Source: an optimization exercise on an open RTL-to-GDS flow (aim: small area, a short achievable clock period and few clock cycles). Production flows keep margins and buffers that such runs may drop.
At most, simulation tests tie the RTL to the original design; equivalence was not proved.
Power and IR drop assume default switching activity.

JK:
// pluto_rx
module pluto_rx (
    input  wire        clk,
    input  wire        rst,
    input  wire        cmd_valid,
    output wire        cmd_ready,
    input  wire [7:0]  cmd,
    input  wire        in_valid,
    output wire        in_ready,
    input  wire [7:0]  in_data,
    input  wire [3:0]  in_nbits,
    input  wire        in_last,
    output reg         out_valid,
    output reg  [7:0]  out_byte,
    output reg         rsp_valid,
    output wire [3:0]  rsp_status,
    output reg  [2:0]  rsp_sub,
    output reg  [31:0] rsp_value
);
Settings: LEC_CHECK=0, ABC_AREA=1, CAP_MARGIN=20, CORE_MARGIN=2, CORE_UTILIZATION=65, CTS_CLUSTER_DIAMETER=90, CTS_CLUSTER_SIZE=24, SLEW_MARGIN=20; clock period 10.0 ns.
standard.sh (not shown) runs the stock make flow with config.mk's settings and CLKGATE_MAP_FILE= SYNTH_SCRIPT=/design/flow/synth_recipe.tcl, a recipe that flattens the netlist after the stock synthesis.
==> flow/flow/run.sh <==
#!/bin/bash
# The standard layout (standard.sh), with timing repair aimed at a 3.1 ns
# clock (setup margin 6.9 ns at the 10 ns constraint), plain buf_2 cells as
# the port buffers, and no separate adder-cell mapping in synthesis (ABC maps
# the adders with the rest of the logic). Full tool output is in standard.log.
set -e
bash standard.sh SETUP_SLACK_MARGIN=6.9 ADDER_MAP_FILE= \
    BUFFER_PORTS_ARGS="-buffer_cell sky130_fd_sc_hd__buf_2" finish > standard.log 2>&1
Testbench counts of JK, summed over its fixed seeds: cycles 38,315.
What MS does differently from JK at the input level:
diff --git a/flow/design.v b/flow/design.v
--- a/flow/design.v
+++ b/flow/design.v
@@ -107,21 +107,21 @@
         t0_last <= in_last;
         if (!in_last) mm <= 8'hFF;
         else case (in_nbits)
             4'd0: mm <= 8'h00; 4'd1: mm <= 8'h01; 4'd2: mm <= 8'h03; 4'd3: mm <= 8'h07;
             4'd4: mm <= 8'h0F; 4'd5: mm <= 8'h1F; 4'd6: mm <= 8'h3F; 4'd7: mm <= 8'h7F;
             default: mm <= 8'hFF;
         endcase
     end
     reg  [11:0] bc;                 
     reg  [78:0] W;                  
-    wire [25:0] Q = W[57:32];
+    reg  [25:0] Q;
     reg  [1:0]  ph;
     reg         lenbad;
     reg  [1:0]  gp;                 
     reg  [1:0]  cy;                 
     wire is_dec  = (op == OP_DEC);
     wire is_find = (op == OP_FIND);
     wire is_crc  = (op == OP_CRC);
     wire hdr_lt8 = (bc[11:3] == 9'd0);
     wire [86:0] V = {W, X};
     wire x0 = X[7], x1 = X[6], x2 = X[5], x3 = X[4];
@@ -238,29 +238,30 @@
         t1_bv  <= is_crc & mm[7];
         t1_x   <= is_dec ? {dd, 2'b00} : X;
         t1_vj  <= vj;
         t1_s   <= Snew;
         t1_lv  <= (t0_beat && is_find) ? lane_ok : 8'd0;
         if (t0_cmd) begin
             bc <= 12'd0;
             gp <= 2'd0;
         end else if (t0_beat) begin
             if (bc != 12'hFFF) bc <= bc + 12'd1;
-            if (!(is_dec && !hdr_lt8))   W <= V[78:0];
-            else if (pay && rm[0] && gend) W[57:32] <= Q_d;
+            if (!(is_dec && !hdr_lt8)) W <= V[78:0];
             if (is_dec && bc == 12'd4) begin
                 lenbad <= (W[31:0] == 32'd0) || (W[31:0] > MAX_LEN);
+                Q      <= W[25:0];
                 ph     <= 2'd0;
             end
             if (pay) begin
                 if (rm[0]) begin
                     ph <= gend ? 2'd0 : ph + 2'd1;
+                    if (gend) Q <= Q_d;
                 end
                 gp <= (rate[1] == rate[0]) ? 2'd0 :
                       (gp == 2'd0 ? 2'd2 : (gp == 2'd2 ? 2'd1 : 2'd0));
                 cy <= {x6, x7};
             end
         end
     end
     reg  [7:1]  cur;                
     reg  [2:0]  accn;               
     reg  [23:0] U1, U2, U3, U4;
@@ -296,69 +297,73 @@
             end
         end
         C5n = (U5n == 24'hFFFFFF) ? {3'd0, 3'd7} : {ci, cv};
         s6  = t1_s[3*C6[5:3] +: 3];
         pi  = C6[5:3];
         pd  = sadd(s6, C6[2:0]);
         if (!t1_lv[pi]) pd = 3'd7;
     end
     reg        t2_cmd, t2_end, t2_bv;
     reg [1:0]  t2_op, t2_sub;
+    reg [2:0]  bestd;               
+    reg [14:0] bestoff;             
+    reg        stop;
     always @(posedge clk) begin
         if (rst) begin
             t2_cmd    <= 1'b0;
             t2_end    <= 1'b0;
             t2_bv     <= 1'b0;
             out_valid <= 1'b0;
         end else begin
             t2_cmd    <= t1_cmd;
             t2_end    <= t1_end;
             t2_bv     <= t1_beat & (t1_bv | emit);
             out_valid <= t1_beat & emit;
         end
         t2_op    <= t1_op;
         t2_sub   <= t1_sub;
         out_byte <= t1_dec ? B[15:8] : t1_x;
+        if (t2_cmd) begin
+            bestd <= 3'd7;
+            stop  <= 1'b0;
+        end else if (!stop) begin
+            if (pd < bestd) begin
+                bestd   <= pd;
+                bestoff <= {bc, pi};
+            end
+            if (pd <= 3'd2) stop <= 1'b1;
+        end
         if (t1_cmd) begin
             cur  <= 7'd0;
             accn <= 3'd0;
         end else if (t1_beat) begin
             U1 <= t1_s; U2 <= U1; U3 <= U3n; U4 <= U3; C5 <= C5n; C6 <= C5;
             if (t1_dec) begin
                 cur  <= emit ? B[7:1] : B[15:9];
                 accn <= accn + k;
             end
         end
     end
     reg [31:0] crc;
-    wire [2:0]  bestd   = crc[2:0];     
-    wire        scan    = crc[3];       
-    wire [14:0] bestoff = crc[18:4];    
     reg        t3_end;
     reg [1:0]  t3_op, t3_sub;
     reg         crcok;              
     wire [31:0] crc_n = crc_byte(crc, out_byte);
     always @(posedge clk) begin
         if (rst) t3_end <= 1'b0;
         else     t3_end <= t2_end;
         t3_op  <= t2_op;
         t3_sub <= t2_sub;
         if (t2_cmd)     crc <= 32'hFFFF_FFFF;
         else if (t2_bv) begin
             crc   <= crc_n;
             crcok <= (~crc_n == W[31:0]);
-        end else if (scan) begin
-            if (pd < bestd) begin
-                crc[2:0]  <= pd;
-                crc[18:4] <= {bc, pi};
-            end
-            if (pd <= 3'd2) crc[3] <= 1'b0;
         end
     end
     reg [1:0] st;
     assign rsp_status = {2'b00, st};
     wire [14:0] off = bestoff - 15'd135;
     always @(posedge clk) begin
         if (rst) rsp_valid <= 1'b0;
         else     rsp_valid <= t3_end;
         case (t3_op)
         OP_CRC: begin
Findings:
On final cycle utilization of the critical path, JK tracks MS almost exactly. Wire length on met2 (MS vs. JK) increases by more than 10%. On clock network area share, MS and JK are neck and neck. Per the comparison of MS with JK, die area moved up; final design instance area without fill moved up; non-clock buffer count moved up; clock share of power moved up.
No functional check of the RTL was part of MS.

## static timing again, ports no longer ideal
The results above use ideal ports. As a check the final layouts listed here were re-extracted and re-timed, cells and wires unchanged. Step 1 sets driving cells, clkbuf_16 on the clock port and buf_2 on the other inputs (assumed; they add their load-dependent delay and slew). Step 2 times the ports against the registers' clock, not the clock port: input delays grow and output delays shrink by t, the midpoint of the rising clock arrivals with the driver on. Three values: no drivers, after step 1, after step 2; two values: the first two.
| run | shift t [ns] | setup WS [ns] | worst hold slack (ns) | latest minus earliest clock arrival (ns) |
|---|---|---|---|---|
| JK | 0.593 | 6.936 / 6.880 / 6.641 | 0.335 / 0.335 / 0.335 | 0.029 / 0.029 |
| MS | 0.602 | 6.942 / 6.889 / 6.630 | 0.332 / 0.332 / 0.332 | 0.029 / 0.028 |
After both steps setup and hold are still met in every run listed. The setup slack of MS, which loses most, moves by -0.053 ns with the drivers and by -0.312 ns with both steps.
